Source: an optimization exercise on an open RTL-to-GDS flow (aim: small area, a short achievable clock period and few clock cycles). Production flows keep margins and buffers that such runs may drop.
At most, simulation tests tie the RTL to the original design; equivalence was not proved.
The RTL of runs 1 to 3 was laid out without a check of its function.
Power is estimated from default activity; no workload was simulated.

==> flow/design.v <==
module tmc_decoder (
    input  wire         clk,
    input  wire         rst,
    input  wire         in_valid,
    output wire         in_ready,
    input  wire [1:0]   in_op,        
    input  wire         in_clk,
    input  wire         in_dat,
    input  wire         in_stb,
    input  wire         cfg_clk_present,
    input  wire         cfg_dat_present,
    input  wire         cfg_stb_present,
    input  wire [31:0]  cfg_samplerate,
    input  wire [1:0]   cfg_radix,
    output wire         out_valid,
    input  wire         out_ready,
    output reg  [3:0]   out_kind,
    output reg  [15:0]  out_ss,
    output reg  [15:0]  out_es,
    output reg  [7:0]   out_val,
    output reg  [3:0]   out_nbits,
    output reg  [263:0] out_blist,    
    output reg  [47:0]  out_rate,
    output wire [1:0]   status_err,
    output wire [1:0]   out_radix
);
    localparam integer DIV_CYC   = 48;               
    localparam [1:0] FIND_START = 2'd0, FIND_DATA = 2'd1, FIND_ACK = 2'd2;
    localparam integer P_IDLE = 0, P_START = 1, P_LBIT = 2, P_PRE  = 3,
                       P_FBITS = 4, P_POST = 5, P_BYTE = 6, P_WAIT = 7,
                       P_RATE  = 8, P_STOP = 9, P_ACK  = 10;
    reg  [1:0]  state;
    reg         variant;         
    reg  [3:0]  n;               
    reg  [7:0]  value;
    reg  [15:0] ssn [0:8];       
    reg         svn [0:8];       
    reg         byte_seen;
    reg  [15:0] byte_ss;
    reg  [15:0] kc;              
    reg  [15:0] sn;
    reg  [2:0]  prev;            
    reg         started;
    reg  [1:0]  err;
    reg         c_stb;
    reg  [31:0] c_rate;
    reg  [1:0]  c_radix;
    reg  [10:0] ph;
    reg  [7:0]  bm;              
    reg         o_ov, o_sssn, o_ss8, o_ssb, o_essn, o_k0, o_k1, o_k2;
    reg  [3:0]  j;               
    reg         ninth;           
    reg         op_stop;         
    reg         has_rate;        
    reg         cur_d;           
    reg  [47:0] num;             
    reg  [15:0] rem;
    reg  [5:0]  dcnt;
    reg         busy;
    wire idle = ph[P_IDLE];
    assign in_ready   = idle;
    assign out_valid  = o_ov;
    assign status_err = err;
    assign out_radix  = c_radix;
    wire cur_stb  = c_stb & in_stb;
    wire stb_fall = c_stb &  prev[2] & ~cur_stb;
    wire stb_rise = c_stb & ~prev[2] &  cur_stb;
    wire dat_fall =  prev[1] & ~in_dat;
    wire dat_rise = ~prev[1] &  in_dat;
    wire clk_rise = ~prev[0] &  in_clk;
    wire clk_fall =  prev[0] & ~in_clk;
    wire is_start_3w = (state == FIND_START) && stb_fall;
    wire is_start_2w = (state == FIND_START) && !stb_fall && in_clk && dat_fall;
    wire is_start    = is_start_3w || is_start_2w;
    wire is_stop     = (state == FIND_DATA) && (stb_rise || (in_clk && dat_rise));
    wire is_bit      = (state == FIND_DATA) && !is_stop && clk_rise;
    wire is_ack      = (state == FIND_ACK) && clk_fall;
    wire take        = in_valid && idle;
    wire take_reset  = take && (in_op == 2'd1);
    wire take_sample = take && (in_op == 2'd0);
    wire running     = started && (err == 2'd0);
    wire take_run    = take_sample && running;
    wire rec_taken   = out_valid && out_ready;
    wire [15:0] sn1  = sn + 16'd1;
    wire        n_full = n[3];
    wire        kz   = (kc == 16'd0);
    wire [15:0] ss0 = ~ssn[0];
    wire [15:0] ss7 = ~ssn[7];
    wire [15:0] ss8 = ~ssn[8];
    integer i;
    always @(*) begin
        out_kind[0] = o_k0 | (ph[P_BYTE] & byte_seen) | (ph[P_ACK] & cur_d);
        out_kind[1] = o_k1;
        out_kind[2] = o_k2;
        out_kind[3] = ph[P_RATE];
        out_ss = ({16{o_sssn}} & sn) |
                 ({16{ph[P_LBIT]}} & ss7) |
                 ({16{o_ss8}} & ss8) |
                 ({16{o_ssb}} & byte_ss);
        out_es = ({16{ph[P_FBITS]}} & ss0) |
                 ({16{o_essn}} & sn);
        out_val = ({8{ph[P_BYTE]}} & value) |
                  {7'd0, (ph[P_LBIT] & ~svn[7]) | (ph[P_FBITS] & ~svn[8])};
        out_nbits = {4{ph[P_BYTE]}} & n;
        out_rate  = {48{ph[P_RATE]}} & num;
        for (i = 0; i < 8; i = i + 1)
            out_blist[33*i +: 33] = {33{bm[i]}} &
                                    ~{ssn[i+1], ssn[i], svn[i]};
    end
    wire        dpha = (dcnt[5:4] == 2'd0);
    wire [16:0] drs  = {rem, dpha ? num[15] : num[47]};
    wire [16:0] drd  = drs - {1'b0, kc};
    wire [15:0] dr   = drd[16] ? drs[15:0] : drd[15:0];
    wire        dq   = ~drd[16];
    wire [47:0] nacc = {num[15:0], num[47:16]} + {16'd0, c_rate};
    reg         do_shift2;       
    reg         do_rot;          
    reg         wr7;             
    reg  [15:0] new_ss;
    reg         new_v;
    always @(*) begin
        do_shift2 = 1'b0;
        do_rot    = 1'b0;
        wr7       = 1'b0;
        new_ss    = sn1;
        new_v     = in_dat;
        if (idle) begin
            if (take_run && !is_start) begin
                if (is_stop) begin
                    if (variant && n != 4'd0) begin
                        do_rot = 1'b1;
                        wr7    = 1'b1;
                    end
                end else if (is_bit) begin
                    do_rot    = variant;
                    wr7       = variant;
                    do_shift2 = !variant;
                end
            end
        end else begin
            if (ph[P_PRE] | ph[P_POST])
                do_rot = 1'b1;
            if (ph[P_FBITS])
                do_rot = rec_taken;
            if (ph[P_BYTE] && rec_taken && !op_stop && variant) begin
                do_rot = 1'b1;
                wr7    = 1'b1;
                new_ss = sn;
                new_v  = cur_d;
            end
        end
    end
    integer q;
    always @(posedge clk) begin
        if (do_shift2) begin
            for (q = 0; q < 8; q = q + 1) begin
                ssn[q] <= ssn[q+1];
                svn[q] <= svn[q+1];
            end
            ssn[8] <= ~new_ss;
            svn[8] <= ~new_v;
        end else if (do_rot) begin
            for (q = 0; q < 7; q = q + 1) begin
                ssn[q] <= ssn[q+1];
                svn[q] <= svn[q+1];
            end
            ssn[7] <= wr7 ? ~new_ss : ssn[8];
            svn[7] <= wr7 ? ~new_v  : svn[8];
            ssn[8] <= ssn[0];
            svn[8] <= svn[0];
        end
    end
    localparam [10:0] H_IDLE  = 11'd1 << P_IDLE,  H_START = 11'd1 << P_START,
                      H_LBIT  = 11'd1 << P_LBIT,  H_PRE   = 11'd1 << P_PRE,
                      H_FBITS = 11'd1 << P_FBITS, H_POST  = 11'd1 << P_POST,
                      H_BYTE  = 11'd1 << P_BYTE,  H_WAIT  = 11'd1 << P_WAIT,
                      H_RATE  = 11'd1 << P_RATE,  H_STOP  = 11'd1 << P_STOP,
                      H_ACK   = 11'd1 << P_ACK;
    wire div_last = busy && (dcnt == DIV_CYC - 1);
    reg  [10:0] phn;
    always @(*) begin
        phn = ph;
        if (div_last && ph[P_WAIT])
            phn = H_RATE;
        if (idle && take_run) begin
            if (is_start)
                phn = H_START;
            else if (is_stop)
                phn = (variant && n != 4'd0) ? (n_full ? H_FBITS : H_PRE) :
                      (kz ? H_STOP : H_WAIT);
            else if (is_bit) begin
                if (n_full)
                    phn = variant ? H_FBITS : H_LBIT;
                else if (!variant && n != 4'd0)
                    phn = H_LBIT;
            end else if (is_ack)
                phn = H_ACK;
        end
        if ((ph[P_START] | ph[P_ACK] | ph[P_STOP]) && rec_taken)
            phn = H_IDLE;
        if (ph[P_LBIT] && rec_taken)
            phn = ninth ? H_BYTE : H_IDLE;
        if (ph[P_PRE] && j == 4'd7)
            phn = H_FBITS;
        if (ph[P_FBITS] && rec_taken && j == n - 4'd1)
            phn = n_full ? H_BYTE : H_POST;
        if (ph[P_POST] && j == 4'd7)
            phn = H_BYTE;
        if (ph[P_BYTE] && rec_taken)
            phn = !op_stop ? H_IDLE : !has_rate ? H_STOP :
                  (busy && !div_last) ? H_WAIT : H_RATE;
        if (ph[P_RATE] && rec_taken)
            phn = H_STOP;
        if (rst || take_reset)
            phn = H_IDLE;
    end
    always @(posedge clk) begin
        ph     <= phn;
        o_ov   <= |(phn & (H_START | H_LBIT | H_FBITS | H_BYTE | H_RATE | H_STOP | H_ACK));
        o_sssn <= |(phn & (H_START | H_STOP));
        o_ss8  <= |(phn & (H_FBITS | H_ACK));
        o_ssb  <= |(phn & (H_BYTE | H_RATE));
        o_essn <= |(phn & (H_START | H_LBIT | H_BYTE | H_RATE | H_STOP | H_ACK));
        o_k0   <= |(phn & (H_START | H_LBIT | H_FBITS));
        o_k1   <= |(phn & (H_STOP | H_LBIT | H_FBITS | H_ACK));
        o_k2   <= |(phn & (H_BYTE | H_ACK));
        for (i = 0; i < 8; i = i + 1)
            bm[i] <= phn[P_BYTE] && (n > i);
    end
    always @(posedge clk) begin
        if (rst || take_reset) begin
            state     <= FIND_START;
            byte_ss   <= 16'd0;
            started   <= 1'b0;
            err       <= 2'd0;
            c_radix   <= 2'd0;
            busy      <= 1'b0;
        end else begin
            if (busy) begin
                num[15:0] <= {num[14:0], dq};
                if (!dpha)
                    num[47:16] <= num[46:15];
                rem  <= dr;
                dcnt <= dcnt + 6'd1;
                if (div_last)
                    busy <= 1'b0;
            end
            if (idle) begin
                if (take_sample && !started) begin
                    started <= 1'b1;
                    c_stb   <= cfg_stb_present;
                    c_rate  <= cfg_samplerate;
                    c_radix <= cfg_radix;
                    if (!cfg_clk_present || !cfg_dat_present)
                        err <= 2'd1;
                    else if (cfg_samplerate == 32'd0)
                        err <= 2'd2;
                    else begin
                        sn   <= 16'd0;
                        prev <= {cfg_stb_present & in_stb, in_dat, in_clk};
                    end
                end else if (take_run) begin
                    sn   <= sn1;
                    prev <= {cur_stb, in_dat, in_clk};
                    if (!is_stop)
                        kc <= is_start ? 16'd0 : kc + 16'd1;
                    if (is_start) begin
                        variant   <= is_start_3w;
                        num       <= 48'd0;
                        byte_seen <= 1'b0;
                        n         <= 4'd0;
                        value     <= 8'd0;
                        state     <= FIND_DATA;
                    end else if (is_stop) begin
                        op_stop  <= 1'b1;
                        has_rate <= !kz;
                        rem      <= 16'd0;
                        dcnt     <= (num[15:0] == 16'd0) ? 6'd16 : 6'd0;
                        busy     <= !kz;
                        j        <= n_full ? 4'd0 : n;
                    end else if (is_bit) begin
                        num <= {nacc[31:0], nacc[47:32]};
                        if (n_full) begin
                            cur_d   <= in_dat;
                            ninth   <= 1'b1;
                            op_stop <= 1'b0;
                            j       <= 4'd0;
                        end else begin
                            if (n == 4'd0)
                                byte_ss <= sn1;
                            n     <= n + 4'd1;
                            value <= {in_dat, value[7:1]};
                            ninth <= 1'b0;
                        end
                    end else if (is_ack) begin
                        cur_d <= in_dat;
                        state <= FIND_DATA;
                    end
                end
            end
            if (ph[P_STOP] && rec_taken) begin
                n     <= 4'd0;
                value <= 8'd0;
                state <= FIND_START;
            end
            if (ph[P_PRE]) begin
                j <= j + 4'd1;
                if (j == 4'd7)
                    j <= 4'd0;
            end
            if (ph[P_FBITS] && rec_taken) begin
                j <= j + 4'd1;
                if (j == n - 4'd1)
                    j <= n;
            end
            if (ph[P_POST])
                j <= j + 4'd1;
            if (ph[P_BYTE] && rec_taken) begin
                byte_seen <= 1'b1;
                n         <= 4'd0;
                value     <= 8'd0;
                if (!op_stop && variant) begin
                    byte_ss <= sn;
                    n       <= 4'd1;
                    value   <= {cur_d, 7'd0};
                end else if (!op_stop) begin
                    state <= FIND_ACK;
                end
            end
        end
    end
endmodule
==> flow/flow/run.sh <==
#!/bin/bash
export BUFFER_PORTS_ARGS="-buffer_cell sky130_fd_sc_hd__buf_1"
bash standard.sh > standard.log 2>&1
==> flow/standard.sh <==
#!/bin/bash
# synth_recipe.tcl (not shown) runs the flow's synth.tcl, then flattens the netlist and writes it again
# the make line also repeats each setting of config.mk as NAME=value (left out here)
make -C /OpenROAD-flow-scripts/flow DESIGN_CONFIG=/design/flow/config.mk WORK_HOME=/design/flow/orfs CLKGATE_MAP_FILE= SYNTH_SCRIPT=/design/flow/synth_recipe.tcl "${@:-finish}"
==> flow/config.mk <==
export PLATFORM = sky130hd
export DESIGN_NAME = tmc_decoder
export DESIGN_NICKNAME = tmc_decoder
export VERILOG_FILES = /design/flow/design.v
export SDC_FILE = /design/flow/constraint.sdc
export NUM_CORES = 4
export LEC_CHECK = 0
export CAP_MARGIN = 20
export CORE_MARGIN = 2
export CORE_UTILIZATION = 40
export SETUP_SLACK_MARGIN = 4.5
export SLEW_MARGIN = 20
==> flow/constraint.sdc <==
create_clock -name core_clock -period 8.0 [get_ports {clk}]
set_input_delay 1.6000 -clock core_clock [delete_from_list [all_inputs] [get_ports {clk}]]
set_output_delay 1.6000 -clock core_clock [all_outputs]
set_load 0.01 [all_outputs]
==> results by group, run 1 <==
Run status
  • Status: no timing/DRC/antenna violations

Critical path
  • CP max-delay cell: edfxtp_1
  • Critical Path Fanout Max: 5
  • Worst path top cell family by delay: compound AO/OA/AOI/OAI gates
  • CP Data Arrival Time: 3.88 ns
  • Largest stage delay, worst path: 0.40 ns
  • Crit Path Class: reg2reg
  • Startpoint Class: register
  • WP data required: 8.28 ns
  • Buffers and inverters on the worst path: 3
  • Worst-path cell chain: nor2_2, mux2i_2, ha_2, inv_2, fa_2, a211o_1, o211ai_1, a211o_1, o31ai_4, a221oi_4, xnor2_4, buf_6, buf_12, nor2b_1, a31oi_1, a21oi_1
  • CP endpoint kind: register
  • Most used cell, CP: a211o_1

Detailed routing
  • Drt first pass iters: 6
  • # DRC: 0
  • Vias per Instance: 5.576
  • WL per Instance: 21.76 um
  • Vias: 17630
  • Antenna Nets Post-Route: 0
  • Total Wirelength: 68810 um
  • Starting DRT DRC Count: 1444

Yosys
  • Syn nets: 2167
  • Largest cells by area after synthesis: edfxtp_1 (45%), nor2b_1 (8.2%), dfxtp_1 (4.9%), ha_1 (3.4%), o21ai_0 (3.1%)
  • Top-area cell type share of the netlist area: 0.4505
  • Post-synthesis adder-cell area fraction: 0.03610
  • Top post-synthesis cells by count: edfxtp_1 (313), nor2b_1 (274), nand2_1 (174)
  • Synth Area in XOR/XNOR: 0.04150
  • Avg Cell Area, Syn: 10.12 um^2
  • Post-synthesis mux area share: 0.03712
  • Largest family of logic cells by synthesized area: simple AND/OR/NAND/NOR gates
  • Post-synthesis sequential area ratio: 0.4994
  • Synth cell types: 87
  • Seq cells post-synth: 364
  • Netlist Area Pre-Place: 20860 um^2
  • Leading area contributor after synthesis: edfxtp_1
  • Most frequent cell after synthesis: edfxtp_1
  • Simple-Gate Fraction of Synth Area: 0.2103
  • Post-synth EDFFs: 313
  • Ys async rst share: 0
  • Compound-cell area share of the yosys netlist: 0.1375
  • Syn Inst Count: 2062
  • Yosys warnings: 3
  • Synth Flop Type: edfxtp_1

Placed design
  • Port Buffers: 411
  • GPL Wtd Cong: 0.9438
  • Half-perimeter wire length after placement: 49190 um
  • Placed Area: 23050 um^2

STA
  • RSZ-0062 raised after global routing: yes
  • Final Hold Fails: 0
  • Fin crit period: 3.601 ns
  • Worst rel slew slack: 0.3551
  • Final setup TNS: 0 ns
  • Period utilisation layout: 0.4501
  • Clock Skews: 0.04030 ns
  • Finish-stage setup viols: 0
  • Final slew viol count: 0
  • Peak Freq: 277.7 MHz
  • Slew @ Worst Pin: 0.9650 ns

Floorplan
  • DIE HEIGHT: 232.4 um
  • Starting Density: 0.4059
  • Area of the core: 51410 um^2
  • Row count: 83
  • Die W: 232.4 um
  • Top-Level Pins: 412
  • Die ar.: 54000 um^2

GRT
  • Global Route Usage Sum: 0.2418
  • Global route overflow: 0
  • Initial antenna violation count: 3
  • First-pass GRT wire length: 100500 um
  • Largest net degree at the start of global routing: 76
  • Vias in the first global route: 16471

Power and ir drop
  • Power per cell area: 174.7 nW/um^2
  • Leakage: 9.045 nW
  • Peak VDD IR: 0.1414 mV

Layout
  • Nets: 2551
  • Final Instance Area: 25270 um^2
  • Share of layout cells above drive strength 1: 0.1020
  • P&R area growth vs syn: 21.10%
  • Fillcell total: 4739

Min path
  • HP Class: reg2reg

CTS
  • Clock tree sinks: 364
  • Buffers from clock root to sink, at most: 3
  • # H-tree levels: 2
  • Clk latency of the worst-skew pair: 0.59 ns
  • TritonCTS Buffers: 43
  • CTS tree: done
  • Root Driver: clkbuf_16
  • Clock Pin Slew Worst Setup and Hold Paths: 0.06 ns

Run
  • Max cap viols: 0
-- sequential cells by signal, indices dropped and copies added, names as in the netlist, 2 cells and up --
signal   flops
c_rate      32
ph          11
kc          16
c_radix      2
svn          9
j            4
n            4
sn          16
err          2
dcnt         6
state        2
prev         3
bm           8
num         48
ssn        144
value        8
rem         16
byte_ss     16
-- kinds of logic after synthesis --
family                     Yosys count
xor gates and xnor gates            98
AOI/OAI and AO/OA                  449
DFF                                364
muxes                               75
adders and majority gates           59
and+or+nand+nor                    823
buffers and inverters              194
-- final timing paths --
check	endpoint	start	cells after the start	slack [ns]
worst max register to register	rem[4]	dcnt[4]	16	4.40
worst min-delay path	svn[1]	svn[2]	0	0.46
worst min register to register	svn[1]	svn[2]	0	0.46
worst max-delay path	rem[4]	dcnt[4]	16	4.40
-- report_power, final --
group / leakage (nW) / internal [W] / switching (W)
clock: 0.725 / 0.00122 / 0.000829
combinational: 5.07 / 0.000115 / 0.000151
sequential: 3.25 / 0.00207 / 0.0000298
-- metrics by stage --
stage | hold slack [ns] | utilization | worst slack (ns) | cells | power (W)
finish | 0.4560 | 0.4915 | 4.399 | 3162 | 0.004413
global route | 0.4573 | 0.4915 | 4.205 | 3162 | 0.004547
CTS | 0.4553 | 0.4857 | 4.338 | 3146 | 0.004433
detailed placement | 0.4414 | 0.4484 | 2.505 | 3042 | 0.002369
global placement | 0.4395 | 0.4484 | 2.599 | 3042 | 0.002363
floorplan | 0.4271 | - | 3.927 | 2062 | 0.002302
-- what timing repair did --
item	in CTS	in global routing
endpoints found under the hold margin	0	0
gates resized for setup	60	45
endpoints found under the setup margin	520	212
setup buffers	18	12
hold buffers	0	0
cloned	6	3
pin swaps	26	11
-- cells in the final DEF (no fill, tap or decap), types with 15 or more instances in the layout --
cell / Yosys / routed
nand4_1: 19 / 19
ha_1: 57 / 55
a21o_1: 21 / 21
edfxtp_1: 313 / 313
nor3_1: 32 / 27
mux2i_1: 56 / 55
nand2_1: 174 / 166
o21ai_1: 7 / 15
nand3_1: 34 / 34
nor2_1: 127 / 118
inv_1: 64 / 57
o22ai_1: 38 / 38
a21oi_1: 114 / 112
xnor2_1: 61 / 60
buf_4: 7 / 30
a31oi_1: 18 / 18
and2_1: 75 / 71
nor2b_1: 274 / 272
nor4_1: 18 / 18
mux2_2: 19 / 19
nand2b_1: 17 / 16
and3_1: 22 / 22
buf_1: 3 / 402
xor2_1: 36 / 36
dfxtp_1: 51 / 37
clkbuf_16: 0 / 46
o21ai_0: 131 / 114
a221o_1: 17 / 17
-- per-layer routing --
layer	up-vias	share of wire	GRT usage
met1	8627	0.41	0.3107
met4	2	0.027	0.07452
met2	726	0.50	0.4199
met5	-	0.00015	0
met3	104	0.065	0.03480
li1	8171	-	-
-- cell type report --
| class | count | area, um^2 | share of cell area |
|---|---|---|---|
| well taps | 680 | 850.8 | 0.03368 |
| diodes | 1 | 2.502 | 0.00009904 |
| repair buffers | 462 | 2167 | 0.08577 |
| multi-input cells | 1507 | 10040 | 0.3975 |
| inverters | 68 | 266.5 | 0.01055 |
| clock buffers | 67 | 1286 | 0.05091 |
| flip-flops and latches | 364 | 10450 | 0.4136 |
| clock inverters | 13 | 200.2 | 0.007924 |
==> run 2: changes to the inputs <==
--- a/flow/design.v
+++ b/flow/design.v
@@ -47,6 +47,6 @@
     reg  [1:0]  c_radix;
     reg  [10:0] ph;
-    reg  [7:0]  bm;              
-    reg         o_ov, o_sssn, o_ss8, o_ssb, o_essn, o_k0, o_k1, o_k2;
+    reg  [7:0]  bmn;             
+    reg         o_ov, o_sssn, o_ss8, o_essn, o_k0, o_k1, o_k2;
     reg  [3:0]  j;               
     reg         ninth;           
@@ -97,5 +97,6 @@
                  ({16{ph[P_LBIT]}} & ss7) |
                  ({16{o_ss8}} & ss8) |
-                 ({16{o_ssb}} & byte_ss);
+                 ({16{ph[P_BYTE]}} & ss0) |
+                 ({16{ph[P_RATE]}} & byte_ss);
         out_es = ({16{ph[P_FBITS]}} & ss0) |
                  ({16{o_essn}} & sn);
@@ -105,6 +106,5 @@
         out_rate  = {48{ph[P_RATE]}} & num;
         for (i = 0; i < 8; i = i + 1)
-            out_blist[33*i +: 33] = {33{bm[i]}} &
-                                    ~{ssn[i+1], ssn[i], svn[i]};
+            out_blist[33*i +: 33] = ~({33{bmn[i]}} | {ssn[i+1], ssn[i], svn[i]});
     end
     wire        dpha = (dcnt[5:4] == 2'd0);
@@ -117,5 +117,5 @@
     reg         do_rot;          
     reg         wr7;             
-    reg  [15:0] new_ss;
+    reg         wr7v;            
     reg         new_v;
     always @(*) begin
@@ -123,5 +123,5 @@
         do_rot    = 1'b0;
         wr7       = 1'b0;
-        new_ss    = sn1;
+        wr7v      = 1'b0;
         new_v     = in_dat;
         if (idle) begin
@@ -131,8 +131,10 @@
                         do_rot = 1'b1;
                         wr7    = 1'b1;
+                        wr7v   = 1'b1;
                     end
                 end else if (is_bit) begin
                     do_rot    = variant;
                     wr7       = variant;
+                    wr7v      = variant;
                     do_shift2 = !variant;
                 end
@@ -145,6 +147,5 @@
             if (ph[P_BYTE] && rec_taken && !op_stop && variant) begin
                 do_rot = 1'b1;
-                wr7    = 1'b1;
-                new_ss = sn;
+                wr7v   = 1'b1;
                 new_v  = cur_d;
             end
@@ -158,5 +159,5 @@
                 svn[q] <= svn[q+1];
             end
-            ssn[8] <= ~new_ss;
+            ssn[8] <= ~sn1;
             svn[8] <= ~new_v;
         end else if (do_rot) begin
@@ -165,6 +166,6 @@
                 svn[q] <= svn[q+1];
             end
-            ssn[7] <= wr7 ? ~new_ss : ssn[8];
-            svn[7] <= wr7 ? ~new_v  : svn[8];
+            ssn[7] <= wr7  ? ~sn1   : ssn[8];
+            svn[7] <= wr7v ? ~new_v : svn[8];
             ssn[8] <= ssn[0];
             svn[8] <= svn[0];
@@ -220,5 +221,4 @@
         o_sssn <= |(phn & (H_START | H_STOP));
         o_ss8  <= |(phn & (H_FBITS | H_ACK));
-        o_ssb  <= |(phn & (H_BYTE | H_RATE));
         o_essn <= |(phn & (H_START | H_LBIT | H_BYTE | H_RATE | H_STOP | H_ACK));
         o_k0   <= |(phn & (H_START | H_LBIT | H_FBITS));
@@ -226,5 +226,5 @@
         o_k2   <= |(phn & (H_BYTE | H_ACK));
         for (i = 0; i < 8; i = i + 1)
-            bm[i] <= phn[P_BYTE] && (n > i);
+            bmn[i] <= !(phn[P_BYTE] && (n > i));
     end
     always @(posedge clk) begin
@@ -282,4 +282,6 @@
                         num <= {nacc[31:0], nacc[47:32]};
                         if (n_full) begin
+                            if (variant)
+                                byte_ss <= sn1;      
                             cur_d   <= in_dat;
                             ninth   <= 1'b1;
@@ -321,5 +323,4 @@
                 value     <= 8'd0;
                 if (!op_stop && variant) begin
-                    byte_ss <= sn;
                     n       <= 4'd1;
                     value   <= {cur_d, 7'd0};
==> flow/flow/run.sh (replaced) <==
#!/bin/bash
export BUFFER_PORTS_ARGS="-buffer_cell sky130_fd_sc_hd__buf_1"
export CTS_ARGS="-sink_clustering_enable -repair_clock_nets -dont_use_dummy_load -buf_list {sky130_fd_sc_hd__clkbuf_4 sky130_fd_sc_hd__clkbuf_8}"
bash standard.sh > standard.log 2>&1
==> run 2 against run 1 <==
  * Critical path type unchanged
  * Final cell count increased by 0.66%
  * Largest cell class unchanged
  * Highest routed layer unchanged
  * Still clean on timing, DRC and antenna
  * Power decreased by 12%
  * Clock power decreased by 28%
==> results by group, run 2 <==
Yosys
  • Top post-synthesis cells by count: nor2_1 (389), edfxtp_1 (313), nand2_1 (177)
  • Most frequent cell after synthesis: nor2_1
  • Post-synthesis mux area share: 0.02813 (-0.008988)
  • Post-synthesis adder-cell area fraction: 0.03755 (+0.001450)
  • Seq cells post-synth: 363 (-0.27%)
  • Syn nets: 2141 (-1.2%)
  • Largest cells by area after synthesis: edfxtp_1 (47%), nor2_1 (7.3%), dfxtp_1 (5.0%), ha_1 (3.6%), nand2_1 (3.3%)
  • Synth cell types: 87 (unchanged)
  • Top-area cell type share of the netlist area: 0.4686 (+0.01810)
  • Syn Inst Count: 2036 (-1.3%)
  • Synth Area in XOR/XNOR: 0.03319 (-0.008314)
  • Largest family of logic cells by synthesized area: simple AND/OR/NAND/NOR gates
  • Leading area contributor after synthesis: edfxtp_1
  • Synth Flop Type: edfxtp_1
  • Yosys warnings: 3 (unchanged)
  • Ys async rst share: 0 (unchanged)
  • Post-synthesis sequential area ratio: 0.5185 (+0.01907)
  • Netlist Area Pre-Place: 20060 um^2 (-3.9%)
  • Compound-cell area share of the yosys netlist: 0.1483 (+0.01076)
  • Post-synth EDFFs: 313 (unchanged)
  • Avg Cell Area, Syn: 9.852 um^2 (-2.6%)
  • Simple-Gate Fraction of Synth Area: 0.1954 (-0.01494)

Detailed routing
  • Antenna Nets Post-Route: 0 (unchanged)
  • Total Wirelength: 73260 um (+6.5%)
  • WL per Instance: 23.02 um (+5.8%)
  • Starting DRT DRC Count: 1523 (+5.5%)
  • Drt first pass iters: 8 (+2)
  • Vias per Instance: 5.701 (+2.3%)
  • Vias: 18147 (+2.9%)
  • # DRC: 0 (unchanged)

Floorplan
  • Die ar.: 51950 um^2 (-3.8%)
  • Row count: 82 (-1.2%)
  • Top-Level Pins: 412 (unchanged)
  • DIE HEIGHT: 227.9 um (-1.9%)
  • Area of the core: 49860 um^2 (-3.0%)
  • Starting Density: 0.4023 (-0.003603)
  • Die W: 227.9 um (-1.9%)

Placed design
  • GPL Wtd Cong: 0.9973 (+5.7%)
  • Half-perimeter wire length after placement: 49860 um (+1.4%)
  • Port Buffers: 411 (unchanged)

Layout
  • Commonest non-fill, non-tap cell in the layout: nor2_1
  • P&R area growth vs syn: 25.26%
  • Flip-flop count of the largest register after layout: 144 (unchanged)
  • Share of layout cells above drive strength 1: 0.1501 (+0.04816)
  • Most frequent cells in the layout: nor2_1 (379), buf_1 (358), edfxtp_1 (313), nand2_1 (174), o21ai_0 (90)
  • Ant diodes: 0 (-1)
  • Largest register by flop count: ssn
  • Largest regs: ssn (144), num (48), c_rate (32)
  • Final core occ: 0.5039 (+0.01240)
  • Nets: 2618 (+2.6%)

GRT
  • Global route overflow: 0 (unchanged)
  • Global Route Usage Sum: 0.2687 (+0.02684)
  • Vias in the first global route: 17437 (+5.9%)
  • Largest net degree at the start of global routing: 60 (-21%)
  • Initial antenna violation count: 1 (-2)
  • First-pass GRT wire length: 107600 um (+7.0%)

Power and ir drop
  • Final total power: 0.003905 W (-12%)
  • Leakage: 9.266 nW (+2.4%)
  • Peak VDD IR: 0.08444 mV (-40%)
  • Power per cell area: 155.4 nW/um^2 (-11%)

STA
  • Period utilisation layout: 0.4573 (+0.007180)
  • Worst rel slew slack: 0.2698 (-0.08533)
  • RSZ-0062 raised after global routing: yes
  • Final Hold Fails: 0 (unchanged)
  • Slew @ Worst Pin: 1.088 ns (+0.1230 ns)
  • Final setup TNS: 0 ns (unchanged)
  • Peak Freq: 273.4 MHz (-1.6%)
  • Final slew viol count: 0 (unchanged)
  • Clock Skews: 0.07155 ns (+0.03124 ns)
  • Finish-stage setup viols: 0 (unchanged)
  • Fin crit period: 3.658 ns (+0.05744 ns)

Run status
  • Status: no timing/DRC/antenna violations

Critical path
  • WP data required: 8.35 ns (+0.07 ns)
  • Startpoint Class: register
  • CP Data Arrival Time: 4.01 ns (+0.13 ns)
  • CP endpoint kind: register
  • Critical Path Fanout Max: 3 (-2)
  • R2R setup slack: 4.34 ns (-0.06 ns)
  • Crit Path Class: reg2reg

CTS
  • Clock tree sinks: 363 (-0.27%)
  • Buffers from clock root to sink, at most: 3 (unchanged)
  • Root Driver: clkbuf_8
  • CTS Hold Buffers Added: 0 (unchanged)
  • # H-tree levels: 3 (+1)
  • Clk latency of the worst-skew pair: 0.65 ns (+0.06 ns)
  • Clock Pin Slew Worst Setup and Hold Paths: 0.06 ns (about the same)
  • TritonCTS Buffers: 68 (+58%)
  • CTS tree: done

Min path
  • HP Class: reg2reg

Run
  • Max cap viols: 0 (unchanged)
-- run 2: cell count changes in the layout (fill, tap and decap cells not counted), sizes merged, moves of 16 or more --
cell	previous run	this run
xnor2	62	45
mux2	19	3
a21oi	115	88
a211oi	11	27
clkbuf	75	98
a222oi	0	16
o221ai	1	18
nor2b	275	11
buf	453	490
o21ai	138	110
nor2	128	394
nand2	174	190
-- run 2: per-layer routing --
| layer | track usage | up-vias | routed length (um) | part of all wire |
|---|---|---|---|---|
| met5 | 0 | - | 16 | 0.00022 |
| met4 | 0.1142 | 2 | 3138 | 0.043 |
| met3 | 0.04663 | 149 | 4820 | 0.066 |
| met2 | 0.4587 | 826 | 35850 | 0.49 |
| met1 | 0.3358 | 8823 | 29440 | 0.40 |
| li1 | - | 8347 | - | - |
-- run 2: timing repair --
action,in CTS,in global routing
setup endpoints to repair,398,261
gates resized for setup,107,157
setup buffers,52,19
pin swaps,42,24
gates cloned,16,13
-- run 2: worst paths after layout --
path                start     end  depth (start not counted)
setup reg to reg  dcnt[5]  rem[2]                         14
hold / removal     svn[5]  svn[4]                          0
hold reg to reg    svn[5]  svn[4]                          0
setup / recovery  dcnt[5]  rem[2]                         14
-- run 2: power breakdown --
part / total, W / switching, W / internal [W]
clock network: 0.00147 / 0.000723 / 0.000747
registers: 0.00211 / 0.0000374 / 0.00208
logic: 0.000320 / 0.000180 / 0.000140
total: 0.00390 / 0.000940 / 0.00296
-- run 2: cell families after synthesis --
kind of cell,after synthesis
compound gates,440
xor+xnor,76
fa+ha+maj,59
buf+inv,195
flops,363
mux,56
simple gates,847
-- run 2: stage by stage --
step | area, um^2 | hold WS (ns) | std cells | worst slack, ns
finish | 25130 | 0.4420 | 3183 | 4.342
global placement | 22240 | 0.4374 | 3014 | 2.556
floorplan | 20200 | 0.4206 | 2036 | 3.793
CTS | 24310 | 0.4360 | 3151 | 4.320
detailed placement | 22250 | 0.4347 | 3015 | 2.408
global route | 25130 | 0.4559 | 3183 | 4.219
-- run 2: cell type report --
class | count | area (um^2)
Multi-Input combinational cell | 1494 | 9689
Sequential cell | 363 | 10420
Fill cell | 4641 | 24740
Timing Repair Buffer | 520 | 2979
Clock buffer | 68 | 935.9
Inverter | 66 | 264.0
Tap cell | 672 | 840.8
-- run 2: worst max-delay path, cell delays in order (launching register included) --
cell,delay [ns]
edfxtp_1,0.41
nor2_2,0.15
mux2i_2,0.25
ha_2,0.23
inv_2,0.04
fa_2,0.36
a211o_4,0.36
a2111oi_4,0.35
or4_4,0.22
a211oi_2,0.06
a211oi_2,0.28
buf_6,0.20
mux2_4,0.30
mux2i_1,0.14
nor2_1,0.05
==> run 3: changes to the inputs <==
==> flow/flow/run.sh (replaced) <==
#!/bin/bash
export BUFFER_PORTS_ARGS="-buffer_cell sky130_fd_sc_hd__buf_1"
bash standard.sh > standard.log 2>&1
==> run 3 against run 2 <==
  * Still clean
  * Final cell count rose by 0.53%
  * Register-to-register slack barely moved
  * Maximum frequency fell by 0.39%
  * Power rose by 10%
  * Worst hold slack improved by 0.0069 ns
  * Synthesized cell count did not move
  * Global-route usage barely moved
  * Sequential share of layout area fell by 0.31 points
  * Largest cell class unchanged
==> results by group, run 3 <==
CTS
  • TritonCTS Buffers: 43 (-37%)
  • Clk latency of the worst-skew pair: 0.59 ns (-0.06 ns)
  • # H-tree levels: 2 (-1)
  • Root Driver: clkbuf_16
  • CTS tree: done
  • Clock tree sinks: 363 (unchanged)
  • Buffers from clock root to sink, at most: 3 (unchanged)
  • Clock Pin Slew Worst Setup and Hold Paths: 0.06 ns (about the same)

GRT
  • Largest net degree at the start of global routing: 60 (unchanged)
  • Vias in the first global route: 17383 (-0.31%)
  • Global route overflow: 0 (unchanged)
  • Initial antenna violation count: 1 (unchanged)
  • First-pass GRT wire length: 107700 um (+0.11%)
  • Global Route Usage Sum: 0.2685 (about the same)

STA
  • Final setup TNS: 0 ns (unchanged)
  • Setup ws final: 4.328 ns (-0.01419 ns)
  • Clock Skews: 0.03281 ns (-0.03873 ns)
  • Finish-stage setup viols: 0 (unchanged)
  • Peak Freq: 272.3 MHz (-0.39%)
  • Worst rel slew slack: 0.2792 (+0.009395)
  • Final Hold Fails: 0 (unchanged)
  • Final slew viol count: 0 (unchanged)
  • Slew @ Worst Pin: 1.074 ns (-0.01400 ns)
  • Fin crit period: 3.672 ns (+0.01419 ns)
  • Period utilisation layout: 0.4590 (+0.001774)
  • RSZ-0062 raised after global routing: yes

Power and ir drop
  • Internal Pwr Total: 0.003275 W (+10%)
  • Leakage: 9.246 nW (-0.22%)
  • Power per cell area: 170.1 nW/um^2 (+9.5%)
  • Sw Pwr: 0.001032 W (+9.7%)
  • Sw Ratio: 0.2395 (-0.001317)
  • Gate power share: 0.072 (-0.010)
  • Peak VDD IR: 0.1394 mV (+65%)
  • Clock share of power: 0.438 (+0.061)
  • Seq pwr share: 0.490 (-0.052)

Layout
  • Most frequent cells in the layout: buf_1 (404), nor2_1 (379), edfxtp_1 (313), nand2_1 (170), o21ai_0 (90)
  • P&R area growth vs syn: 26.22%
  • Nets: 2600 (-0.69%)
  • Fillcell total: 4630 (-0.24%)
  • Post-Layout Cell Count: 3200 (+0.53%)
  • Share of layout cells above drive strength 1: 0.1179 (-0.03221)
  • Largest regs: ssn (144), num (48), c_rate (32)
  • Commonest non-fill, non-tap cell in the layout: buf_1
  • Largest register by flop count: ssn
  • Flip-flop count of the largest register after layout: 144 (unchanged)

Yosys
  • Netlist Area Pre-Place: 20060 um^2 (unchanged)
  • Top post-synthesis cells by count: nor2_1 (389), edfxtp_1 (313), nand2_1 (177)
  • Most frequent cell after synthesis: nor2_1
  • Ys async rst share: 0 (unchanged)
  • Yosys warnings: 3 (unchanged)
  • Seq cells post-synth: 363 (unchanged)
  • Leading area contributor after synthesis: edfxtp_1
  • Top-area cell type share of the netlist area: 0.4686 (unchanged)
  • Syn nets: 2141 (unchanged)
  • Synth cell types: 87 (unchanged)
  • Avg Cell Area, Syn: 9.852 um^2 (unchanged)
  • Post-synth EDFFs: 313 (unchanged)
  • Post-synthesis sequential area ratio: 0.5185 (unchanged)
  • Largest cells by area after synthesis: edfxtp_1 (47%), nor2_1 (7.3%), dfxtp_1 (5.0%), ha_1 (3.6%), nand2_1 (3.3%)
  • Syn Inst Count: 2036 (unchanged)
  • Synth Flop Type: edfxtp_1

Floorplan
  • Starting Density: 0.4023 (unchanged)
  • Top-Level Pins: 412 (unchanged)
  • Area of the core: 49860 um^2 (unchanged)
  • Die W: 227.9 um (unchanged)
  • Row count: 82 (unchanged)
  • Die ar.: 51950 um^2 (unchanged)
  • DIE HEIGHT: 227.9 um (unchanged)

Min path
  • HP Class: reg2reg

Placed design
  • Pre-CTS WS: 2.408 ns (unchanged)
  • Half-perimeter wire length after placement: 49860 um (unchanged)
  • GPL Wtd Cong: 0.9973 (unchanged)
  • Placed cells: 3015 (unchanged)
  • Port Buffers: 411 (unchanged)

Detailed routing
  • Antenna Nets Post-Route: 0 (unchanged)
  • WL per Instance: 22.69 um (-1.4%)
  • Drt first pass iters: 6 (-2)
  • Starting DRT DRC Count: 1475 (-3.2%)
  • Total Wirelength: 72610 um (-0.89%)
  • Vias per Instance: 5.638 (-1.1%)
  • # DRC: 0 (unchanged)
  • Vias: 18043 (-0.57%)

Critical path
  • Critical Path Fanout Max: 3 (unchanged)
  • Crit Path Class: reg2reg
  • WP data required: 8.30 ns (-0.05 ns)
  • CP Data Arrival Time: 3.97 ns (-0.04 ns)
  • Startpoint Class: register
  • CP endpoint kind: register

Run status
  • Status: no timing/DRC/antenna violations

Run
  • Max cap viols: 0 (unchanged)
[run 3: cell counts after synthesis]
Identical to the previous run, type by type.
[run 3: logic make-up after synthesis]
group / Yosys count / share of synthesized area
AOI/OAI and AO/OA: 440 / 0.1483
xor gates and xnor gates: 76 / 0.03319
adders and majority gates: 59 / 0.03755
buffers and inverters: 195 / 0.03899
DFF: 363 / 0.5185
muxes: 56 / 0.02813
and+or+nand+nor: 847 / 0.1954
[run 3: per-layer routing]
metal,wire length [um],vias up,global-route usage,share of wire
li1,-,8354,-,-
met1,29620,8824,0.3399,0.41
met2,35580,758,0.4593,0.49
met3,4577,107,0.04188,0.063
met4,2826,0,0.1085,0.039
met5,0,-,0,0
[run 3: power groups by stage]
stage	Combinational [W]	Sequential, W	Clock [W]
global route	0.000338	0.00212	0.00199
finish	0.000310	0.00211	0.00189
detailed placement	0.000257	0.00215	0
floorplan	0.000199	0.00213	0
CTS	0.000296	0.00211	0.00192
global placement	0.000252	0.00215	0
[run 3: critical path: stages (launching register included)]
cell	delay [ns]
edfxtp_1	0.43
nor2_2	0.16
mux2i_1	0.25
ha_2	0.23
inv_2	0.04
fa_2	0.36
a211o_4	0.36
a2111oi_4	0.34
or4_4	0.21
a211oi_2	0.07
a211oi_2	0.29
buf_6	0.18
mux2_4	0.30
mux2i_1	0.14
nor2_1	0.05
[run 3: cell type report]
type / count / area (um^2) / area share
inverter: 66 / 264.0 / 0.01043
clock buffer: 55 / 1131 / 0.04468
sequential: 363 / 10420 / 0.4114
multi-input combinational: 1495 / 9625 / 0.3802
timing repair buffer: 526 / 2848 / 0.1125
tap: 672 / 840.8 / 0.03321
antenna: 1 / 2.502 / 0.00009884
clock inverter: 22 / 188.9 / 0.007463
[run 3: path summary, 6_finish.rpt]
kind / slack [ns] / cells after the start / from / endpoint
max: 4.33 / 14 / dcnt[4] / rem[2]
min: 0.45 / 0 / svn[5] / svn[4]
max reg2reg: 4.33 / 14 / dcnt[4] / rem[2]
min reg2reg: 0.45 / 0 / svn[5] / svn[4]
[run 3: what timing repair did]
item / in CTS / in global routing
gates resized for setup: 118 / 31
pin swaps: 44 / 20
setup endpoints to repair: 421 / 263
buffers inserted: 55 / 27
hold buffers: 0 / 0
cloned: 22 / 3
[run 3: metrics by stage]
step	instance area, um^2	hold WS, ns	utilization	power (W)
after CTS	24890	0.4467	0.4992	0.004324
after detailed placement	22250	0.4347	0.4463	0.002410
after floorplan	20200	0.4206	-	0.002332
after global placement	22240	0.4374	0.4461	0.002403
after global routing	25320	0.4662	0.5077	0.004442
final	25320	0.4489	0.5077	0.004307
==> run 4: changes to the inputs <==
--- a/flow/design.v
+++ b/flow/design.v
@@ -57,4 +57,6 @@
     reg  [15:0] rem;
     reg  [5:0]  dcnt;
+    reg         dpha;            
+    reg         dbit;            
     reg         busy;
     wire idle = ph[P_IDLE];
@@ -108,6 +110,5 @@
             out_blist[33*i +: 33] = ~({33{bmn[i]}} | {ssn[i+1], ssn[i], svn[i]});
     end
-    wire        dpha = (dcnt[5:4] == 2'd0);
-    wire [16:0] drs  = {rem, dpha ? num[15] : num[47]};
+    wire [16:0] drs  = {rem, dbit};
     wire [16:0] drd  = drs - {1'b0, kc};
     wire [15:0] dr   = drd[16] ? drs[15:0] : drd[15:0];
@@ -180,38 +181,40 @@
     wire div_last = busy && (dcnt == DIV_CYC - 1);
     reg  [10:0] phn;
+    wire        rt     = rec_taken;
+    wire        tk     = take_run;               
+    wire        e_stop = tk && !is_start && is_stop;
+    wire        e_bit  = tk && !is_start && !is_stop && is_bit;
+    wire        e_ack  = tk && is_ack;
+    wire        flush  = variant && n != 4'd0;
+    wire        j7     = (j == 4'd7);
+    wire        jl     = (j == n - 4'd1);
+    wire        clr    = rst || take_reset;
     always @(*) begin
-        phn = ph;
-        if (div_last && ph[P_WAIT])
-            phn = H_RATE;
-        if (idle && take_run) begin
-            if (is_start)
-                phn = H_START;
-            else if (is_stop)
-                phn = (variant && n != 4'd0) ? (n_full ? H_FBITS : H_PRE) :
-                      (kz ? H_STOP : H_WAIT);
-            else if (is_bit) begin
-                if (n_full)
-                    phn = variant ? H_FBITS : H_LBIT;
-                else if (!variant && n != 4'd0)
-                    phn = H_LBIT;
-            end else if (is_ack)
-                phn = H_ACK;
-        end
-        if ((ph[P_START] | ph[P_ACK] | ph[P_STOP]) && rec_taken)
-            phn = H_IDLE;
-        if (ph[P_LBIT] && rec_taken)
-            phn = ninth ? H_BYTE : H_IDLE;
-        if (ph[P_PRE] && j == 4'd7)
-            phn = H_FBITS;
-        if (ph[P_FBITS] && rec_taken && j == n - 4'd1)
-            phn = n_full ? H_BYTE : H_POST;
-        if (ph[P_POST] && j == 4'd7)
-            phn = H_BYTE;
-        if (ph[P_BYTE] && rec_taken)
-            phn = !op_stop ? H_IDLE : !has_rate ? H_STOP :
-                  (busy && !div_last) ? H_WAIT : H_RATE;
-        if (ph[P_RATE] && rec_taken)
-            phn = H_STOP;
-        if (rst || take_reset)
+        phn[P_IDLE]  = (idle && !((tk && is_start) || e_stop || e_ack ||
+                                  (e_bit && (n_full || (!variant && n != 4'd0))))) ||
+                       ((ph[P_START] || ph[P_ACK] || ph[P_STOP]) && rt) ||
+                       (ph[P_LBIT] && rt && !ninth) ||
+                       (ph[P_BYTE] && rt && !op_stop);
+        phn[P_START] = (tk && is_start) || (ph[P_START] && !rt);
+        phn[P_LBIT]  = (e_bit && !variant && (n_full || n != 4'd0)) ||
+                       (ph[P_LBIT] && !rt);
+        phn[P_PRE]   = (e_stop && flush && !n_full) || (ph[P_PRE] && !j7);
+        phn[P_FBITS] = (e_stop && flush && n_full) || (e_bit && n_full && variant) ||
+                       (ph[P_PRE] && j7) || (ph[P_FBITS] && !(rt && jl));
+        phn[P_POST]  = (ph[P_FBITS] && rt && jl && !n_full) || (ph[P_POST] && !j7);
+        phn[P_BYTE]  = (ph[P_LBIT] && rt && ninth) ||
+                       (ph[P_FBITS] && rt && jl && n_full) ||
+                       (ph[P_POST] && j7) || (ph[P_BYTE] && !rt);
+        phn[P_WAIT]  = (e_stop && !flush && !kz) ||
+                       (ph[P_BYTE] && rt && op_stop && has_rate && busy && !div_last) ||
+                       (ph[P_WAIT] && !div_last);
+        phn[P_RATE]  = (ph[P_WAIT] && div_last) ||
+                       (ph[P_BYTE] && rt && op_stop && has_rate && !(busy && !div_last)) ||
+                       (ph[P_RATE] && !rt);
+        phn[P_STOP]  = (e_stop && !flush && kz) ||
+                       (ph[P_BYTE] && rt && op_stop && !has_rate) ||
+                       (ph[P_RATE] && rt) || (ph[P_STOP] && !rt);
+        phn[P_ACK]   = e_ack || (ph[P_ACK] && !rt);
+        if (clr)
             phn = H_IDLE;
     end
@@ -241,4 +244,7 @@
                 if (!dpha)
                     num[47:16] <= num[46:15];
+                dbit <= !dpha ? num[46] : (dcnt[3:0] == 4'd15) ? num[47] : num[14];
+                if (dcnt[3:0] == 4'd15)
+                    dpha <= 1'b0;
                 rem  <= dr;
                 dcnt <= dcnt + 6'd1;
@@ -277,4 +283,6 @@
                         rem      <= 16'd0;
                         dcnt     <= (num[15:0] == 16'd0) ? 6'd16 : 6'd0;
+                        dpha     <= (num[15:0] != 16'd0);
+                        dbit     <= (num[15:0] == 16'd0) ? num[47] : num[15];
                         busy     <= !kz;
                         j        <= n_full ? 4'd0 : n;
==> flow/flow/run.sh (replaced) <==
#!/bin/bash
export BUFFER_PORTS_ARGS="-buffer_cell sky130_fd_sc_hd__buf_1"
export CTS_ARGS="-sink_clustering_enable -repair_clock_nets -dont_use_dummy_load -buf_list {sky130_fd_sc_hd__clkbuf_4 sky130_fd_sc_hd__clkbuf_8}"
bash standard.sh > standard.log 2>&1
--- a/flow/config.mk
+++ b/flow/config.mk
@@ -9,4 +9,4 @@
 export CORE_MARGIN = 2
 export CORE_UTILIZATION = 40
-export SETUP_SLACK_MARGIN = 4.5
+export SETUP_SLACK_MARGIN = 4.7
 export SLEW_MARGIN = 20
==> run 4 against run 3 <==
  * Utilization fell by 0.56 points
  * Still clean on timing, DRC and antenna
  * Clock power down 24%
  * Flip-flop and latch count rose by 2
  * Worst hold slack worse by 0.0038 ns
  * Combinational power decreased by 4%
  * Area after synthesis down 1.1%
  * Critical path type is now reg2out
==> results by group, run 4 <==
Layout
  • Share of layout cells above drive strength 1: 0.1531 (+0.03519)
  • Flip-flop count of the largest register after layout: 144 (unchanged)
  • Commonest non-fill, non-tap cell in the layout: nor2_1
  • Nets: 2530 (-2.7%)
  • Post-Layout Cell Count: 3088 (-3.5%)
  • Largest register by flop count: ssn
  • P&R area growth vs syn: 23.88%
  • Largest regs: ssn (144), num (48), c_rate (32)
  • Most frequent cells in the layout: nor2_1 (391), buf_1 (369), edfxtp_1 (315), nand2_1 (128), a21oi_1 (86)

Power and ir drop
  • Leakage: 8.730 nW (-5.6%)
  • Power per cell area: 157.5 nW/um^2 (-7.4%)
  • Peak VDD IR: 0.09692 mV (-30%)

CTS
  • Clock tree sinks: 365 (+0.55%)
  • Clk latency of the worst-skew pair: 0.63 ns (+0.04 ns)
  • TritonCTS Buffers: 66 (+53%)
  • CTS tree: done
  • Buffers from clock root to sink, at most: 3 (unchanged)
  • # H-tree levels: 3 (+1)
  • Clock Pin Slew Worst Setup and Hold Paths: 0.05 ns (about the same)
  • Root Driver: clkbuf_8

STA
  • RSZ-0062 raised after global routing: yes
  • Setup ws final: 4.522 ns (+0.1947 ns)
  • Clock Skews: 0.05758 ns (+0.02477 ns)
  • Worst rel slew slack: 0.2996 (+0.02044)
  • Peak Freq: 287.5 MHz (+5.6%)
  • Final setup TNS: 0 ns (unchanged)
  • Fin crit period: 3.478 ns (-0.1947 ns)
  • Worst hold slack: 0.4451 ns (-0.003787 ns)
  • Slew @ Worst Pin: 1.048 ns (-0.02593 ns)
  • Period utilisation layout: 0.4347 (-0.02433)
  • Finish-stage setup viols: 0 (unchanged)
  • Final slew viol count: 0 (unchanged)
  • Final Hold Fails: 0 (unchanged)

Floorplan
  • Row count: 81 (-1.2%)
  • DIE HEIGHT: 226.7 um (-0.54%)
  • Starting Density: 0.4053 (+0.003048)
  • Die W: 226.7 um (-0.54%)
  • Top-Level Pins: 412 (unchanged)
  • Area of the core: 48950 um^2 (-1.8%)
  • Die ar.: 51400 um^2 (-1.1%)

Yosys
  • Compound-cell area share of the yosys netlist: 0.1355 (-0.01281)
  • Seq cells post-synth: 365 (+0.55%)
  • Largest family of logic cells by synthesized area: simple AND/OR/NAND/NOR gates
  • Post-synth EDFFs: 315 (+0.64%)
  • Syn nets: 2071 (-3.3%)
  • Most frequent cell after synthesis: nor2_1
  • Synth Flop Type: edfxtp_1
  • Leading area contributor after synthesis: edfxtp_1
  • Syn Inst Count: 1966 (-3.4%)
  • Yosys warnings: 3 (unchanged)
  • Synth Area in XOR/XNOR: 0.03670 (+0.003517)
  • Post-synthesis sequential area ratio: 0.5272 (+0.008717)
  • Post-synthesis adder-cell area fraction: 0.03796 (+0.0004121)
  • Largest cells by area after synthesis: edfxtp_1 (48%), nor2_1 (7.6%), dfxtp_1 (5.0%), ha_1 (3.6%), mux2i_1 (2.6%)
  • Ys async rst share: 0 (unchanged)
  • Top-area cell type share of the netlist area: 0.4768 (+0.008169)
  • Top post-synthesis cells by count: nor2_1 (400), edfxtp_1 (315), nand2_1 (131)
  • Synth cell types: 83 (-4.6%)
  • Avg Cell Area, Syn: 10.09 um^2 (+2.4%)
  • Simple-Gate Fraction of Synth Area: 0.1850 (-0.01041)
  • Post-synthesis mux area share: 0.04496 (+0.01683)
  • Netlist Area Pre-Place: 19840 um^2 (-1.1%)

Critical path
  • FF-to-FF Start: num[16]
  • R2R depth: 10 (-4)
  • CP endpoint kind: primary output
  • CP Data Arrival Time: 1.88 ns (-2.09 ns)
  • CP Launch Point: ph[6]
  • WP data required: 6.40 ns (-1.90 ns)
  • Worst flop-to-flop path endpoint: num[8]
  • Startpoint Class: register
  • Crit Path Class: reg2out
  • R2R setup slack: 4.77 ns (+0.44 ns)
  • Critical Path End: out_ss[14]
  • Critical Path Fanout Max: 7 (+4)

Detailed routing
  • Drt first pass iters: 14 (+8)
  • Antenna Nets Post-Route: 0 (unchanged)
  • WL per Instance: 21.87 um (-3.6%)
  • Vias per Instance: 5.672 (+0.59%)
  • Vias: 17514 (-2.9%)
  • Total Wirelength: 67520 um (-7.0%)
  • # DRC: 0 (unchanged)
  • Starting DRT DRC Count: 1668 (+13%)

Run
  • Max cap viols: 0 (unchanged)

Placed design
  • Port Buffers: 411 (unchanged)
  • Placed cells: 2942 (-2.4%)
  • Pre-CTS WS: 2.934 ns (+0.5264 ns)
  • Half-perimeter wire length after placement: 45780 um (-8.2%)
  • GPL Wtd Cong: 0.9230 (-7.5%)

GRT
  • Global route overflow: 0 (unchanged)
  • Vias in the first global route: 16059 (-7.6%)
  • Largest net degree at the start of global routing: 67 (+12%)
  • Global Route Usage Sum: 0.2470 (-0.02149)
  • Initial antenna violation count: 2 (+1)
  • First-pass GRT wire length: 96130 um (-11%)

Min path
  • HP Class: reg2reg

Run status
  • Status: no timing/DRC/antenna violations
==> run 4: worst min-delay path by stage <==
stage / slack, ns / from / cells past startpoint / to
after floorplan: 0.43 / svn[1] / 0 / svn[0]
after detailed placement: 0.43 / svn[2] / 0 / svn[1]
after global placement: 0.43 / svn[5] / 0 / svn[4]
after CTS: 0.44 / svn[2] / 0 / svn[1]
final: 0.45 / svn[2] / 0 / svn[1]
after global routing: 0.45 / svn[2] / 0 / svn[1]
==> run 4: logic make-up after synthesis <==
family	after synthesis
adder cells (fa/ha/maj)	59
buffers and inverters	165
AO/OA/AOI/OAI	413
flip-flops	365
XOR/XNOR	81
AND/OR/NAND/NOR	798
multiplexers	85
==> run 4: power by group <==
part           internal (W)  leakage (nW)  switching (W)
Clock              0.000727         0.475       0.000716
Combinational      0.000128          4.97       0.000170
Sequential          0.00209          3.29      0.0000420
==> run 4: routing by layer <==
metal / global-route usage / wire length [um] / share of wire / up-vias
li1: - / - / - / 8026
met1: 0.3413 / 28830 / 0.43 / 8533
met2: 0.3800 / 30790 / 0.46 / 836
met3: 0.06168 / 6240 / 0.092 / 117
met4: 0.07874 / 1643 / 0.024 / 2
met5: 0 / 13 / 0.00019 / -
==> run 4: area by class of cell <==
type | instances | area, um^2
antenna | 1 | 2.502
clock buffer | 66 | 908.4
fill | 4458 | 24370
inverter | 44 | 185.2
multi-input combinational | 1436 | 9258
sequential | 365 | 10500
tap | 664 | 830.8
timing repair buffer | 512 | 2894
==> run 4: what timing repair did <==
action / CTS / global route
endpoints found under the setup margin: 629 / 443
buffers inserted: 44 / 23
gates cloned: 4 / 8
gates resized for setup: 155 / 96
hold buffers: 0 / 0
pin swaps: 10 / 17
==> run 4: critical path, stage by stage (launching register included) <==
cell        delay, ns
dfxtp_4          0.36
clkinvlp_4       0.19
buf_8            0.21
o21ai_1          0.17
a21oi_2          0.06
o221ai_2         0.10
buf_2            0.19
==> run 4: per-stage QoR <==
step / power [W] / util / area (um^2)
2_1_floorplan: 0.002359 / - / 19960
3_3_place_gp: 0.002432 / 0.4500 / 22030
3_5_place_dp: 0.002437 / 0.4500 / 22030
4_1_cts: 0.003881 / 0.4882 / 23900
5_1_grt: 0.004010 / 0.5021 / 24580
6_report: 0.003872 / 0.5021 / 24580
Testbench counts of run 4, summed over its fixed seeds: cycles 70,566.
==> run 5: changes to the inputs <==
--- a/flow/config.mk
+++ b/flow/config.mk
@@ -9,4 +9,4 @@
 export CORE_MARGIN = 2
 export CORE_UTILIZATION = 40
-export SETUP_SLACK_MARGIN = 4.7
+export SETUP_SLACK_MARGIN = 4.4
 export SLEW_MARGIN = 20
==> run 5 against run 4 <==
  * First-iteration DRC count shrank 11%
  * Still clean on timing, DRC and antenna
  * Sequential power is essentially flat
  * Setup slack lost 0.076 ns
  * Final cell count shrank 2.0%
  * Non-clock buffer count shrank 63
  * Area after synthesis is the same
  * Global-route usage shrank 0.75 points
  * Via count shrank 2.1%
  * Wire length shrank 5.3%
  * Design area shrank 5.4%
  * Worst hold slack gained 0.0078 ns
  * Largest cell class unchanged
  * Critical path depth shrank 2
  * Critical endpoint is now out_ss[0]
==> results by group, run 5 <==
STA
  • Period utilisation layout: 0.4442 (+0.009504)
  • Setup ws final: 4.446 ns (-0.07603 ns)
  • Peak Freq: 281.4 MHz (-2.1%)
  • Fin crit period: 3.554 ns (+0.07603 ns)
  • Final Hold Fails: 0 (unchanged)
  • Clock Skews: 0.07367 ns (+0.01609 ns)
  • Final setup TNS: 0 ns (unchanged)
  • Final slew viol count: 0 (unchanged)
  • RSZ-0062 raised after global routing: no
  • Worst hold slack: 0.4529 ns (+0.007836 ns)
  • Worst rel slew slack: 0.2953 (-0.004318)
  • Slew @ Worst Pin: 1.057 ns (+0.008964 ns)
  • Finish-stage setup viols: 0 (unchanged)

Min path
  • HP Class: reg2reg

Yosys
  • Post-synth EDFFs: 315 (unchanged)
  • Netlist Area Pre-Place: 19840 um^2 (unchanged)
  • Most frequent cell after synthesis: nor2_1
  • Syn Inst Count: 1966 (unchanged)
  • Synth Flop Type: edfxtp_1
  • Avg Cell Area, Syn: 10.09 um^2 (unchanged)
  • Ys async rst share: 0 (unchanged)
  • Synth cell types: 83 (unchanged)
  • Yosys warnings: 3 (unchanged)
  • Seq cells post-synth: 365 (unchanged)
  • Post-synthesis sequential area ratio: 0.5272 (unchanged)
  • Leading area contributor after synthesis: edfxtp_1
  • Largest cells by area after synthesis: edfxtp_1 (48%), nor2_1 (7.6%), dfxtp_1 (5.0%), ha_1 (3.6%), mux2i_1 (2.6%)
  • Syn nets: 2071 (unchanged)
  • Top-area cell type share of the netlist area: 0.4768 (unchanged)
  • Top post-synthesis cells by count: nor2_1 (400), edfxtp_1 (315), nand2_1 (131)

Placed design
  • GPL Wtd Cong: 0.9041 (-2.0%)
  • Half-perimeter wire length after placement: 45850 um (+0.16%)
  • Port Buffers: 411 (unchanged)
  • Pre-CTS WS: 3.047 ns (+0.1132 ns)

Critical path
  • CP max-delay cell: edfxtp_1
  • Critical Path Fanout Max: 4 (-3)
  • WP data required: 6.40 ns (about the same)
  • Worst-path cell chain: o21ai_0, a21oi_1, o221ai_1, buf_1
  • Worst path top cell family by delay: flip-flops
  • CP Data Arrival Time: 1.95 ns (+0.07 ns)
  • CP endpoint kind: primary output
  • Crit Path Class: reg2out
  • Startpoint Class: register
  • Largest stage delay, worst path: 0.58 ns (+0.22 ns)
  • Buffers and inverters on the worst path: 1 (-2)

Detailed routing
  • WL per Instance: 21.14 um (-3.3%)
  • Starting DRT DRC Count: 1490 (-11%)
  • Drt first pass iters: 7 (-7)
  • Antenna Nets Post-Route: 0 (unchanged)
  • Vias: 17142 (-2.1%)
  • Vias per Instance: 5.665 (-0.12%)
  • # DRC: 0 (unchanged)
  • Total Wirelength: 63970 um (-5.3%)

Run status
  • Status: no timing/DRC/antenna violations

Layout
  • Nets: 2467 (-2.5%)
  • Largest regs: ssn (144), num (48), c_rate (32)
  • Commonest non-fill, non-tap cell in the layout: buf_1
  • P&R area growth vs syn: 17.17%
  • Largest register by flop count: ssn
  • Most frequent cells in the layout: buf_1 (408), nor2_1 (396), edfxtp_1 (315), nand2_1 (130), a21oi_1 (102)
  • Share of layout cells above drive strength 1: 0.08093 (-0.07218)
  • Flip-flop count of the largest register after layout: 144 (unchanged)

CTS
  • CTS tree: done
  • Clock tree sinks: 365 (unchanged)
  • TritonCTS Buffers: 66 (unchanged)
  • Buffers from clock root to sink, at most: 3 (unchanged)
  • Root Driver: clkbuf_8
  • Clock Pin Slew Worst Setup and Hold Paths: 0.06 ns (about the same)
  • Clk latency of the worst-skew pair: 0.65 ns (+0.02 ns)
  • # H-tree levels: 3 (unchanged)

Floorplan
  • Die ar.: 51400 um^2 (unchanged)
  • DIE HEIGHT: 226.7 um (unchanged)
  • Top-Level Pins: 412 (unchanged)
  • Die W: 226.7 um (unchanged)
  • Row count: 81 (unchanged)
  • Starting Density: 0.4053 (unchanged)
  • Area of the core: 48950 um^2 (unchanged)

GRT
  • First-pass GRT wire length: 93360 um (-2.9%)
  • Global Route Usage Sum: 0.2394 (-0.007537)
  • Largest net degree at the start of global routing: 76 (+13%)
  • Global route overflow: 0 (unchanged)
  • Initial antenna violation count: 4 (+2)
  • Vias in the first global route: 15786 (-1.7%)

Power and ir drop
  • Final total power: 0.003844 W (-0.71%)
  • Leakage: 8.052 nW (-7.8%)
  • Power per cell area: 165.4 nW/um^2 (+5.0%)
  • Peak VDD IR: 0.1156 mV (+19%)

Run
  • Max cap viols: 0 (unchanged)
run 5: cell count changes in the layout (fill, tap and decap cells not counted), moves of 10 or more:
cell     delta
buf_1      +39
buf_4      -31
o21ai_0    +30
buf_2      -23
buf_6      -17
a21oi_1    +16
a21oi_2    -15
o21ai_2    -13
buf_12     -10
run 5: power breakdown:
part | switching, W | internal, W | total [W] | leakage, nW
logic | 0.000164 | 0.000113 | 0.000277 | 4.29
clock network | 0.000710 | 0.000726 | 0.00144 | 0.475
registers | 0.0000411 | 0.00209 | 0.00213 | 3.29
total | 0.000915 | 0.00293 | 0.00384 | 8.05
run 5: cell families (layout without fill, tap and decap cells):
| kind of cell | Yosys count | after routing | synth area share |
|---|---|---|---|
| other | 0 | 2 | 0 |
| adders and majority gates | 59 | 59 | 0.03796 |
| AOI/OAI and AO/OA | 413 | 413 | 0.1355 |
| muxes | 85 | 85 | 0.04496 |
| buffers and inverters | 165 | 559 | 0.03273 |
| and+or+nand+nor | 798 | 798 | 0.1850 |
| xor gates and xnor gates | 81 | 81 | 0.03670 |
| DFF | 365 | 365 | 0.5272 |
run 5: path summary, 6_finish.rpt:
| kind | from | end | slack, ns | cells after the start |
|---|---|---|---|---|
| min | svn[5] | svn[4] | 0.45 | 0 |
| max reg2reg | num[16] | num[8] | 4.60 | 10 |
| max | ssn[0][0] | out_ss[0] | 4.45 | 4 |
| min reg2reg | svn[5] | svn[4] | 0.45 | 0 |
run 5: cell type report:
cell class / count / area [um^2]
Antenna cell: 2 / 5.005
Clock buffer: 66 / 908.4
Fill cell: 4629 / 25700
Inverter: 44 / 181.4
Multi-Input combinational cell: 1436 / 8872
Sequential cell: 365 / 10470
Tap cell: 664 / 830.8
Timing Repair Buffer: 449 / 1976
run 5: layer usage:
metal	up-vias	global-route usage	routed length, um
met3	137	0.05844	5554
met2	768	0.3731	29030
met1	8341	0.3240	27380
li1	7894	-	-
met4	2	0.08553	1997
met5	-	0	10
run 5: worst reg2reg max path, stage by stage, from the launching register on:
cell and delay [ns]:
edfxtp_1 0.43, ha_1 0.26, fa_1 0.42, nand3_1 0.13, nand3_1 0.09, a31oi_1 0.44, a211oi_1 0.23, o2111ai_1 0.51
a21oi_1 0.27, a22o_1 0.24, a21o_1 0.15
run 5: stage by stage:
step / cells / instance area [um^2] / util
2_1_floorplan: 1966 / 19950 / -
3_3_place_gp: 2943 / 22030 / 0.4500
3_5_place_dp: 2943 / 22030 / 0.4500
4_1_cts: 3019 / 23140 / 0.4728
5_1_grt: 3024 / 23240 / 0.4748
6_report: 3026 / 23250 / 0.4749
run 5: repair_timing:
action	4_1_cts	5_1_grt
hold buffers	0	0
gates cloned	2	1
setup endpoints to repair	341	181
pin swaps	2	1
setup buffers	8	4
resized for setup	19	13

## separate check: timing with driven ports
The flow's constraints put no driver on any port. The routed layouts listed below were extracted and timed again, unchanged, in two steps. Step 1 (the two cells are an assumption about what drives the block):
set clk [get_ports {clk}]
set_driving_cell -lib_cell sky130_fd_sc_hd__clkbuf_16 $clk
set_driving_cell -lib_cell sky130_fd_sc_hd__buf_2 [delete_from_list [all_inputs] $clk]
Step 2 also shifts input and output timing later by t, the mid clock arrival at the registers, as if the neighbouring blocks saw the same clock. Three values: no drivers, after step 1, after step 2; two values: the first two.
| run | shift t [ns] | slack for setup (ns) | clock arrival spread, ns | slew at the worst register clock pin (ns) | worst data-port slew with drivers (ns) |
|---|---|---|---|---|---|
| run 1 | 0.623 | 4.399 / 4.399 / 3.940 | 0.041 / 0.040 | 0.06 / 0.06 | 0.10 |
| run 2 | 0.660 | 4.342 / 4.331 / 3.732 | 0.083 / 0.082 | 0.06 / 0.06 | 0.17 |
| run 3 | 0.634 | 4.328 / 4.299 / 3.665 | 0.034 / 0.034 | 0.07 / 0.07 | 0.16 |
| run 4 | 0.660 | 4.522 / 4.464 / 4.063 | 0.059 / 0.059 | 0.06 / 0.06 | 0.10 |
| run 5 | 0.671 | 4.446 / 4.391 / 3.805 | 0.075 / 0.075 | 0.06 / 0.06 | 0.10 |
After both steps every run listed still meets setup and hold. The setup slack of run 3, which loses most, moves by -0.029 ns with the drivers and by -0.663 ns with both steps.
